What follows belongs to an exercise in optimizing a design on an open flow for small area, a short achievable clock period and few clock cycles per item; a production flow would make more cautious choices. At most, simulation tests tie the RTL to the original design; equivalence was not proved. Power and IR drop assume default switching activity.

Design sio_ctrl, start of the top module:
module sio_ctrl (
    input  wire        clk,
    input  wire        rst,           
    input  wire        req_valid,
    output wire        req_ready,
    input  wire [35:0] req_word,      
    output wire        rsp_valid,
    output wire [15:0] rsp_data,
    output wire        rsp_refused,
    output wire [1:0]  rsp_mode,
    output wire [1:0]  rsp_tmode,
    output wire        rsp_sock,
    output wire        ev_valid,
    input  wire        ev_ready,
    output wire [4:0]  ev_kind,
    output wire [47:0] ev_data,
    input  wire        ev_ok,
    input  wire [15:0] ev_rdata
);
For scale: about 1100 cells after synthesis, about 240 flip-flops.
clock: 6.0 ns
lec_check: 0
cap_margin: 20
core_margin: 2
core_utilization: 40
place_density: 0.6
setup_slack_margin: 3.0
slew_margin: 20
run.sh (not shown) runs the stock make flow with config.mk's settings and CLKGATE_MAP_FILE= SYNTH_SCRIPT=/design/flow/synth_recipe.tcl, a recipe that flattens the netlist after the stock synthesis.
The starting point went through all stages and came out clean.
Next try:
==> flow/flow/run.sh (new file) <==
#!/bin/bash
# Standard layout, with the port buffers made from the smallest buffer cell
# (repair_timing and repair_design upsize them where timing needs it).
set -euo pipefail
export BUFFER_PORTS_ARGS="-buffer_cell sky130_fd_sc_hd__buf_1"
bash standard.sh > standard_flow.log 2>&1
==> flow/standard.sh (new file) <==
#!/bin/bash
# synth_recipe.tcl (not shown) runs the flow's synth.tcl, then flattens the netlist and writes it again
# the make line also repeats each setting of config.mk as NAME=value (left out here)
make -C /OpenROAD-flow-scripts/flow DESIGN_CONFIG=/design/flow/config.mk WORK_HOME=/design/flow/orfs CLKGATE_MAP_FILE= SYNTH_SCRIPT=/design/flow/synth_recipe.tcl "${@:-finish}"
--- a/flow/config.mk
+++ b/flow/config.mk
@@ -10,2 +10,3 @@
 export CORE_UTILIZATION = 40
+export CTS_BUF_LIST = sky130_fd_sc_hd__clkbuf_4
 export PLACE_DENSITY = 0.6
removed: flow/run.sh
Result: The new run ran to the end with no violations. Via count climbs by 1.9%. Die area does not change. Non-clock buffer count drops by 18. Clock power barely changes. Total power drops by 1.3%.
No run of this note included a check of the RTL's function; only the layout flow was run.

sio_ctrl, a different RTL version from the one above (not shown whole).
For scale: about 1300 cells after synthesis, about 230 flip-flops, about 11000 um^2 of cells after synthesis.
// sio_ctrl
module sio_ctrl (
    input  wire        clk,
    input  wire        rst,           
    input  wire        req_valid,
    output wire        req_ready,
    input  wire [35:0] req_word,      
    output wire        rsp_valid,
    output wire [15:0] rsp_data,
    output wire        rsp_refused,
    output wire [1:0]  rsp_mode,
    output wire [1:0]  rsp_tmode,
    output wire        rsp_sock,
    output wire        ev_valid,
    input  wire        ev_ready,
    output wire [4:0]  ev_kind,
    output wire [47:0] ev_data,
    input  wire        ev_ok,
    input  wire [15:0] ev_rdata
);
    localparam [3:0] OP_WRCNT   = 4'h1,
                     OP_WSIOCNT = 4'h2,
                     OP_WDATA   = 4'h3,
                     OP_RDATA   = 4'h4,
                     OP_WOTHER  = 4'h5,
                     OP_RESET   = 4'h8,
                     OP_SETDRV  = 4'h9,
                     OP_DESTROY = 4'hA;
    localparam [1:0] T_IDLE = 2'd0, T_PARSE = 2'd1, T_SEND = 2'd2, T_RECV = 2'd3;
    localparam CAP_INIT = 0, CAP_DEINIT = 1, CAP_LOAD = 2, CAP_UNLOAD = 3, CAP_WREG = 4;
    localparam [4:0] EV_ATTACH        = 5'd1,
                     EV_INIT          = 5'd2,
  ...
Settings: LEC_CHECK=0, ABC_AREA=1, CAP_MARGIN=20, CORE_MARGIN=2, CORE_UTILIZATION=40, CTS_CLUSTER_DIAMETER=80, CTS_CLUSTER_SIZE=25, PLACE_DENSITY=0.6, SETUP_SLACK_MARGIN=3.0, SLEW_MARGIN=20, TNS_END_PERCENT=0; clock period 6.0 ns.
standard.sh (not shown) runs the stock make flow with config.mk's settings and CLKGATE_MAP_FILE= SYNTH_SCRIPT=/design/flow/synth_recipe.tcl, a recipe that flattens the netlist after the stock synthesis.
==> flow/flow/run.sh <==
#!/bin/bash
# The standard layout flow, with two changes:
#  1. Port buffers are made from the smallest buffer cell (repair_timing and
#     repair_design upsize them where timing needs it).
#  2. Synthesis runs the standard flow's own script through flow/synth_wrap.tcl, which
#     only swaps the ABC script (flow/map.abc) used to map the logic between
#     the flip-flops.
# The whole flow's output goes to standard_flow.log in this folder.
set -euo pipefail
WORK=$(pwd)
export BUFFER_PORTS_ARGS="-buffer_cell sky130_fd_sc_hd__buf_1"
export MAP_ABC="$WORK/flow/map.abc"
ORIG_SYNTH_SCRIPT=$(grep -o 'SYNTH_SCRIPT=[^ ]*' standard.sh | head -1 | cut -d= -f2- | tr -d "'")
export ORIG_SYNTH_SCRIPT
sed "s#SYNTH_SCRIPT=[^ ]*#SYNTH_SCRIPT=$WORK/flow/synth_wrap.tcl#" standard.sh > standard_wrap.sh
bash standard_wrap.sh > standard_flow.log 2>&1
==> flow/flow/map.abc <==
strash
dch
map -B 0.9
topo
stime -c
dnsize -c
==> flow/flow/synth_wrap.tcl <==
# Wraps the standard flow's synthesis script (ORIG_SYNTH_SCRIPT) and changes one thing:
# the ABC script that maps the logic between the flip-flops is flow/map.abc
# instead of ORFS's (the other abc arguments are kept). Everything before the
# mapping, the flip-flops included, is unchanged.
proc abc {args} {
  set kept {}
  set skip 0
  foreach x $args {
    if {$skip} { set skip 0; continue }
    if {$x eq "-script"} { set skip 1; continue }
    lappend kept $x
  }
  yosys abc -script $::env(MAP_ABC) {*}$kept
}
source $::env(ORIG_SYNTH_SCRIPT)
Testbench counts at the start, summed over its fixed seeds: cycles 26,843, items 25,959.
Change:
==> flow/flow/run.sh (replaced) <==
#!/bin/bash
# The standard layout flow, with two changes:
#  1. Port buffers are made from the smallest buffer cell (repair_timing and
#     repair_design upsize them where timing needs it).
#  2. Clock tree synthesis inserts no dummy loads (the sink clustering is as
#     set in config.mk).
# The whole flow's output goes to standard_flow.log in this folder.
set -euo pipefail
export BUFFER_PORTS_ARGS="-buffer_cell sky130_fd_sc_hd__buf_1"
export CTS_ARGS="-sink_clustering_enable -repair_clock_nets -sink_clustering_size 25 -sink_clustering_max_diameter 80 -dont_use_dummy_load"
bash standard.sh > standard_flow.log 2>&1
removed: flow/flow/map.abc
removed: flow/flow/synth_wrap.tcl
Flip-flop and latch count does not change.
Register-to-register slack improved by 0.20 ns.
Power fell by 5.9%.
Worst setup slack gets better by 0.070 ns.
Routed wire length drops by 4.1%.
Synthesized cell count is higher by 3.3%.
Utilization decreases by 1.9 points.
First-iteration DRC count rose by 3.2%.
Maximum frequency rises by 2.3%.
Change:
==> flow/flow/run.sh (replaced) <==
#!/bin/bash
# Standard layout, with the port buffers made from the smallest buffer cell
# (repair_timing and repair_design upsize them where timing needs it).
set -euo pipefail
export BUFFER_PORTS_ARGS="-buffer_cell sky130_fd_sc_hd__buf_1"
bash standard.sh > standard_flow.log 2>&1
Wire length rises slightly; total power rises by a few percent; global-route usage barely changes; via count rises slightly; sequential share of layout area falls by 0.57 points.
Change:
CTS_CLUSTER_DIAMETER = 60   (was 80)
CTS_CLUSTER_SIZE = 30   (was 25)
Outcome:
- wire length is about the same
- worst setup slack gains 0.017 ns
- via count is lower by 0.38%
- area after synthesis is unchanged

Starting RTL as in the previous note.
export LEC_CHECK = 0
export ABC_AREA = 1
export CAP_MARGIN = 20
export CORE_MARGIN = 2
export CORE_UTILIZATION = 40
export CTS_CLUSTER_DIAMETER = 80
export CTS_CLUSTER_SIZE = 25
export PLACE_DENSITY = 0.6
export SETUP_SLACK_MARGIN = 3.1
export SLEW_MARGIN = 20
export TNS_END_PERCENT = 0
create_clock -name core_clock -period 6.0 [get_ports {clk}]
==> flow/flow/run.sh <==
#!/bin/bash
# Standard layout, with the port buffers made from the smallest buffer cell
# (repair_timing and repair_design upsize them where timing needs it).
set -euo pipefail
export BUFFER_PORTS_ARGS="-buffer_cell sky130_fd_sc_hd__buf_1"
bash standard.sh > standard_flow.log 2>&1
The baseline completed with no timing, DRC or antenna violations.
Testbench counts at the start, summed over its fixed seeds: cycles 26,843, items 25,959.
Next try:
==> flow/flow/run.sh (replaced) <==
#!/bin/bash
# The standard layout flow, with two changes:
#  1. Port buffers are made from the smallest buffer cell (repair_timing and
#     repair_design upsize them where timing needs it).
#  2. Synthesis runs the standard flow's own script through flow/synth_wrap.tcl, which
#     only swaps the ABC script (flow/map.abc) used to map the logic between
#     the flip-flops.
# The whole flow's output goes to standard_flow.log in this folder.
set -euo pipefail
WORK=$(pwd)
export BUFFER_PORTS_ARGS="-buffer_cell sky130_fd_sc_hd__buf_1"
export MAP_ABC="$WORK/flow/map.abc"
ORIG_SYNTH_SCRIPT=$(grep -o 'SYNTH_SCRIPT=[^ ]*' standard.sh | head -1 | cut -d= -f2- | tr -d "'")
export ORIG_SYNTH_SCRIPT
sed "s#SYNTH_SCRIPT=[^ ]*#SYNTH_SCRIPT=$WORK/flow/synth_wrap.tcl#" standard.sh > standard_wrap.sh
bash standard_wrap.sh > standard_flow.log 2>&1
==> flow/flow/map.abc (new file) <==
strash
&get -n
&dch
&nf
&put
topo
==> flow/flow/synth_wrap.tcl (new file) <==
# Wraps the standard flow's synthesis script (ORIG_SYNTH_SCRIPT) and changes one thing:
# the ABC script that maps the logic between the flip-flops is flow/map.abc
# instead of ORFS's (the other abc arguments are kept). Everything before the
# mapping, the flip-flops included, is unchanged.
proc abc {args} {
  set kept {}
  set skip 0
  foreach x $args {
    if {$skip} { set skip 0; continue }
    if {$x eq "-script"} { set skip 1; continue }
    lappend kept $x
  }
  yosys abc -script $::env(MAP_ABC) {*}$kept
}
source $::env(ORIG_SYNTH_SCRIPT)
- SETUP_SLACK_MARGIN: 3.1 -> 3.0
After rerunning: The new run produced a clean layout; clock power goes down by a few percent; cell count goes down by roughly a tenth; synthesized cell count goes down by a quarter to a third; clock skew goes up by 0.0085 ns; design area hardly moves; synthesized area goes down by a few percent.
Next try:
==> flow/flow/run.sh (replaced) <==
#!/bin/bash
# Standard layout, with the port buffers made from the smallest buffer cell
# (repair_timing and repair_design upsize them where timing needs it), and
# power recovery (downsizing of gates off the critical paths) after the
# global-route timing repair.
set -euo pipefail
export BUFFER_PORTS_ARGS="-buffer_cell sky130_fd_sc_hd__buf_1"
export RECOVER_POWER=100
bash standard.sh > standard_flow.log 2>&1
- TNS_END_PERCENT: 0 -> default
removed: flow/flow/map.abc
removed: flow/flow/synth_wrap.tcl
Outcome: Global-route usage falls by 0.94 points; final area falls by 1.0%; clock skew rises by 0.0050 ns; worst hold slack is worse by 0.020 ns; final cell count rises by 17%; non-clock buffer count falls by 9; power rises by 1.1%; fmax falls by 28%; clock-buffer cell count rises by 3; synthesized area rises by 5.5%.
Next try:
==> flow/flow/run.sh (replaced) <==
#!/bin/bash
# Standard layout, with the port buffers made from the smallest buffer cell
# (repair_timing and repair_design upsize them where timing needs it).
set -euo pipefail
export BUFFER_PORTS_ARGS="-buffer_cell sky130_fd_sc_hd__buf_1"
bash standard.sh > standard_flow.log 2>&1
- CTS_CLUSTER_DIAMETER: 80 -> default
- CTS_CLUSTER_SIZE: 25 -> 20
What happened: Hold slack degrades by 0.0032 ns. Area after synthesis stays the same. Via count increases by 1.2%. Setup slack gets better by 1.1 ns. Sequential power hardly moves. Final area increases by 6.3%.
Next try:
==> flow/flow/run.sh (replaced) <==
#!/bin/bash
# The standard layout flow, with two changes:
#  1. Port buffers are made from the smallest buffer cell (repair_timing and
#     repair_design upsize them where timing needs it).
#  2. Synthesis runs the standard flow's own script through flow/synth_wrap.tcl, which
#     only swaps the ABC script used to map the logic between flip-flops.
# The whole flow's output goes to standard_flow.log in this folder.
set -euo pipefail
WORK=$(pwd)
export BUFFER_PORTS_ARGS="-buffer_cell sky130_fd_sc_hd__buf_1"
ORIG_SYNTH_SCRIPT=$(grep -o 'SYNTH_SCRIPT=[^ ]*' standard.sh | head -1 | cut -d= -f2- | tr -d "'")
export ORIG_SYNTH_SCRIPT
sed "s#SYNTH_SCRIPT=[^ ]*#SYNTH_SCRIPT=$WORK/flow/synth_wrap.tcl#" standard.sh > standard_wrap.sh
bash standard_wrap.sh > standard_flow.log 2>&1
==> flow/flow/synth_wrap.tcl (new file) <==
# Wraps the standard flow's synthesis script (ORIG_SYNTH_SCRIPT) and changes one thing:
# the logic between the flip-flops is mapped with Yosys's default ABC script
# (an area-oriented mapping) instead of ORFS's. The -script, -D and -constr
# arguments of ORFS's abc call are dropped; -liberty and -dont_use are kept.
# Everything before the mapping, the flip-flops included, is unchanged.
proc abc {args} {
  set kept {}
  set skip 0
  foreach x $args {
    if {$skip} { set skip 0; continue }
    if {$x eq "-script" || $x eq "-D" || $x eq "-constr"} { set skip 1; continue }
    lappend kept $x
  }
  yosys abc {*}$kept
}
source $::env(ORIG_SYNTH_SCRIPT)
- CTS_CLUSTER_DIAMETER: default -> 80
- CTS_CLUSTER_SIZE: 20 -> 25
- TNS_END_PERCENT: default -> 0
Utilization went down by 0.32 points.
Non-clock buffer count went down by 2.
Synthesized area went down by 6.4%.
Clock power went down by 29%.
Synthesized cell count went down by about 25%.
Total power went down by 19%.

sio_ctrl, a different RTL version from the one above (not shown whole).
Size in the first run: roughly 1100 cells after synthesis, roughly 240 flip-flops, about 140 I/O pins.
Settings: LEC_CHECK=0, CAP_MARGIN=20, CORE_MARGIN=2, CORE_UTILIZATION=60, PLACE_DENSITY=0.75, SETUP_SLACK_MARGIN=2.5, SLEW_MARGIN=20; clock period 6.0 ns.
==> flow/flow/run.sh <==
#!/bin/bash
# Standard layout, with the port buffers made from the smallest buffer cell
# (repair_timing and repair_design upsize them where timing needs it).
set -euo pipefail
export BUFFER_PORTS_ARGS="-buffer_cell sky130_fd_sc_hd__buf_1"
bash standard.sh > standard_flow.log 2>&1
Testbench counts at the start, summed over its fixed seeds: cycles 26,843, items 25,959.
Then changed:
- CORE_UTILIZATION: 60 -> 40
- CTS_BUF_LIST: default -> sky130_fd_sc_hd__clkbuf_8
- PLACE_DENSITY: 0.75 -> 0.6
Worst hold slack hardly moves. Clock-buffer cell count went up by 19. Critical path depth went down by 2. Utilization went down by 22 points. Non-clock buffer count does not change. Sequential power stays flat.

Starting RTL as in the previous note.
export LEC_CHECK = 0
export CAP_MARGIN = 20
export CORE_MARGIN = 2
export CORE_UTILIZATION = 40
export CTS_CLUSTER_DIAMETER = 100
export CTS_CLUSTER_SIZE = 30
export PLACE_DENSITY = 0.6
export SETUP_SLACK_MARGIN = 3.0
export SLEW_MARGIN = 20
create_clock -name core_clock -period 6.0 [get_ports {clk}]
Scripts as last shown in full above: flow/flow/run.sh
Testbench counts at the start, summed over its fixed seeds: cycles 26,843, items 25,959.
Edit:
--- a/flow/config.mk
+++ b/flow/config.mk
@@ -10,6 +10,5 @@
 export CORE_UTILIZATION = 40
-export CTS_CLUSTER_DIAMETER = 100
-export CTS_CLUSTER_SIZE = 30
+export CTS_CLUSTER_SIZE = 20
 export PLACE_DENSITY = 0.6
-export SETUP_SLACK_MARGIN = 3.0
+export SETUP_SLACK_MARGIN = 2.5
 export SLEW_MARGIN = 20
Effect: The changed run went through all stages and came out clean; final cell count goes down by a few percent; worst hold slack degrades by 0.018 ns; utilization goes down by 2.8 points; maximum frequency goes down slightly; register-to-register slack degrades by 0.03 ns; via count goes down by a few percent; power goes up by about a fifth.
Edit:
--- a/flow/config.mk
+++ b/flow/config.mk
@@ -10,5 +10,5 @@
 export CORE_UTILIZATION = 40
-export CTS_CLUSTER_SIZE = 20
+export CTS_BUF_LIST = sky130_fd_sc_hd__clkbuf_4
 export PLACE_DENSITY = 0.6
-export SETUP_SLACK_MARGIN = 2.5
+export SETUP_SLACK_MARGIN = 3.0
 export SLEW_MARGIN = 20
Wire length went up by about 5.3%.
Clock power went down by about 10%.
Worst setup slack is better by 0.19 ns.
Final cell count went up by about 9%.
Power went down by 1.8%.
Synthesized cell count is unchanged.
Clock skew went up by 0.050 ns.

sio_ctrl, a different RTL version from the one above (not shown whole).
Size in the first run: ~1,100 cells after synthesis, ~230 flip-flops, ~12,000 um^2 of cells after synthesis.
==> flow/config.mk <==
export PLATFORM = sky130hd
export DESIGN_NAME = sio_ctrl
export DESIGN_NICKNAME = sio_ctrl
export VERILOG_FILES = /design/flow/design.v
export SDC_FILE = /design/flow/constraint.sdc
export NUM_CORES = 4
export LEC_CHECK = 0
export CAP_MARGIN = 20
export CORE_MARGIN = 2
export CORE_UTILIZATION = 40
export CTS_CLUSTER_SIZE = 20
export PLACE_DENSITY = 0.6
export SETUP_SLACK_MARGIN = 3.2
export SLEW_MARGIN = 20
==> flow/constraint.sdc <==
create_clock -name core_clock -period 6.0 [get_ports {clk}]
set_input_delay 1.2000 -clock core_clock [delete_from_list [all_inputs] [get_ports {clk}]]
set_output_delay 1.2000 -clock core_clock [all_outputs]
set_load 0.01 [all_outputs]
Scripts as last shown in full above: flow/flow/run.sh
Testbench counts at the start, summed over its fixed seeds: cycles 26,843, items 25,959.
Rerun with:
- SETUP_SLACK_MARGIN: 3.2 -> 3.5
=> Clock skew decreases by 0.0071 ns. Sequential share of layout area is lower by 3.7 points. Global-route usage rose by 1.3 points. Utilization increases by 5.5 points. Power is higher by about 2.7%. Hold slack is better by 0.025 ns. Wire length grows by about 12%. Final area grows by about 10%.

-- separate check: timing with driven ports --
In the flow no input, the clock included, has a driving cell. The finished layouts below were timed again as built, in two steps. Step 1 (the two cells are an assumption about what drives the block):
set clk [get_ports {clk}]
set_driving_cell -lib_cell sky130_fd_sc_hd__clkbuf_16 $clk
set_driving_cell -lib_cell sky130_fd_sc_hd__buf_2 [delete_from_list [all_inputs] $clk]
Step 2 times the ports against the registers' clock, not the clock port: input delays grow and output delays shrink by t, the midpoint of the rising clock arrivals with the driver on. a / b / c = no drivers / after step 1 / after step 2; a / b = the first two.
run | t, ns | slack for setup (ns) | worst setup path at the end | clock arrival spread, ns | worst slew at a driven data input, ns
the first run of note 1 | 0.576 | 2.765 / 2.769 / 2.193 | input to register | 0.012 / 0.012 | 0.06
the second run of note 1 | 0.710 | 2.814 / 2.797 / 2.118 | input to register | 0.067 / 0.067 | 0.05
the first run of note 2 | 0.548 | 2.821 / 2.784 / 2.376 | input to register | 0.039 / 0.039 | 0.05
the second run of note 2 | 0.532 | 2.891 / 2.871 / 2.569 | input to register | 0.049 / 0.049 | 0.06
the third run of note 2 | 0.554 | 2.915 / 2.897 / 2.573 | input to register | 0.018 / 0.017 | 0.06
the fourth run of note 2 | 0.569 | 2.932 / 2.902 / 2.574 | input to register | 0.026 / 0.026 | 0.06
the first run of note 3 | 0.559 | 2.951 / 2.921 / 2.576 | input to register | 0.017 / 0.017 | 0.05
the second run of note 3 | 0.542 | 2.969 / 2.923 / 2.481 | input to register | 0.026 / 0.027 | 0.07
the third run of note 3 | 0.554 | 1.804 / 1.832 / 1.277 | input to register | 0.032 / 0.033 | 0.05
the fourth run of note 3 | 0.609 | 2.929 / 2.888 / 2.533 | input to register | 0.022 / 0.021 | 0.05
the fifth run of note 3 | 0.548 | 2.837 / 2.804 / 2.291 | input to register | 0.013 / 0.013 | 0.08
the first run of note 4 | 0.571 | 2.460 / 2.487 / 1.916 | input to register | 0.015 / 0.016 | 0.05
the second run of note 4 | 0.592 | 2.486 / 2.513 / 1.921 | input to register | 0.030 / 0.030 | 0.04
the first run of note 5 | 0.530 | 2.595 / 2.600 / 2.070 | input to register | 0.020 / 0.020 | 0.09
the second run of note 5 | 0.573 | 2.554 / 2.545 / 2.010 | input to register | 0.017 / 0.017 | 0.05
the third run of note 5 | 0.679 | 2.745 / 2.742 / 2.063 | input to register | 0.067 / 0.067 | 0.09
the first run of note 6 | 0.587 | 2.854 / 2.808 / 2.543 | input to register | 0.031 / 0.030 | 0.06
the second run of note 6 | 0.603 | 2.921 / 2.873 / 2.540 | input to register | 0.017 / 0.017 | 0.11
After both steps every run listed still meets setup and hold. For the second run of note 1, which loses most, drivers alone change the setup slack by -0.017 ns; drivers and shift together by -0.696 ns.
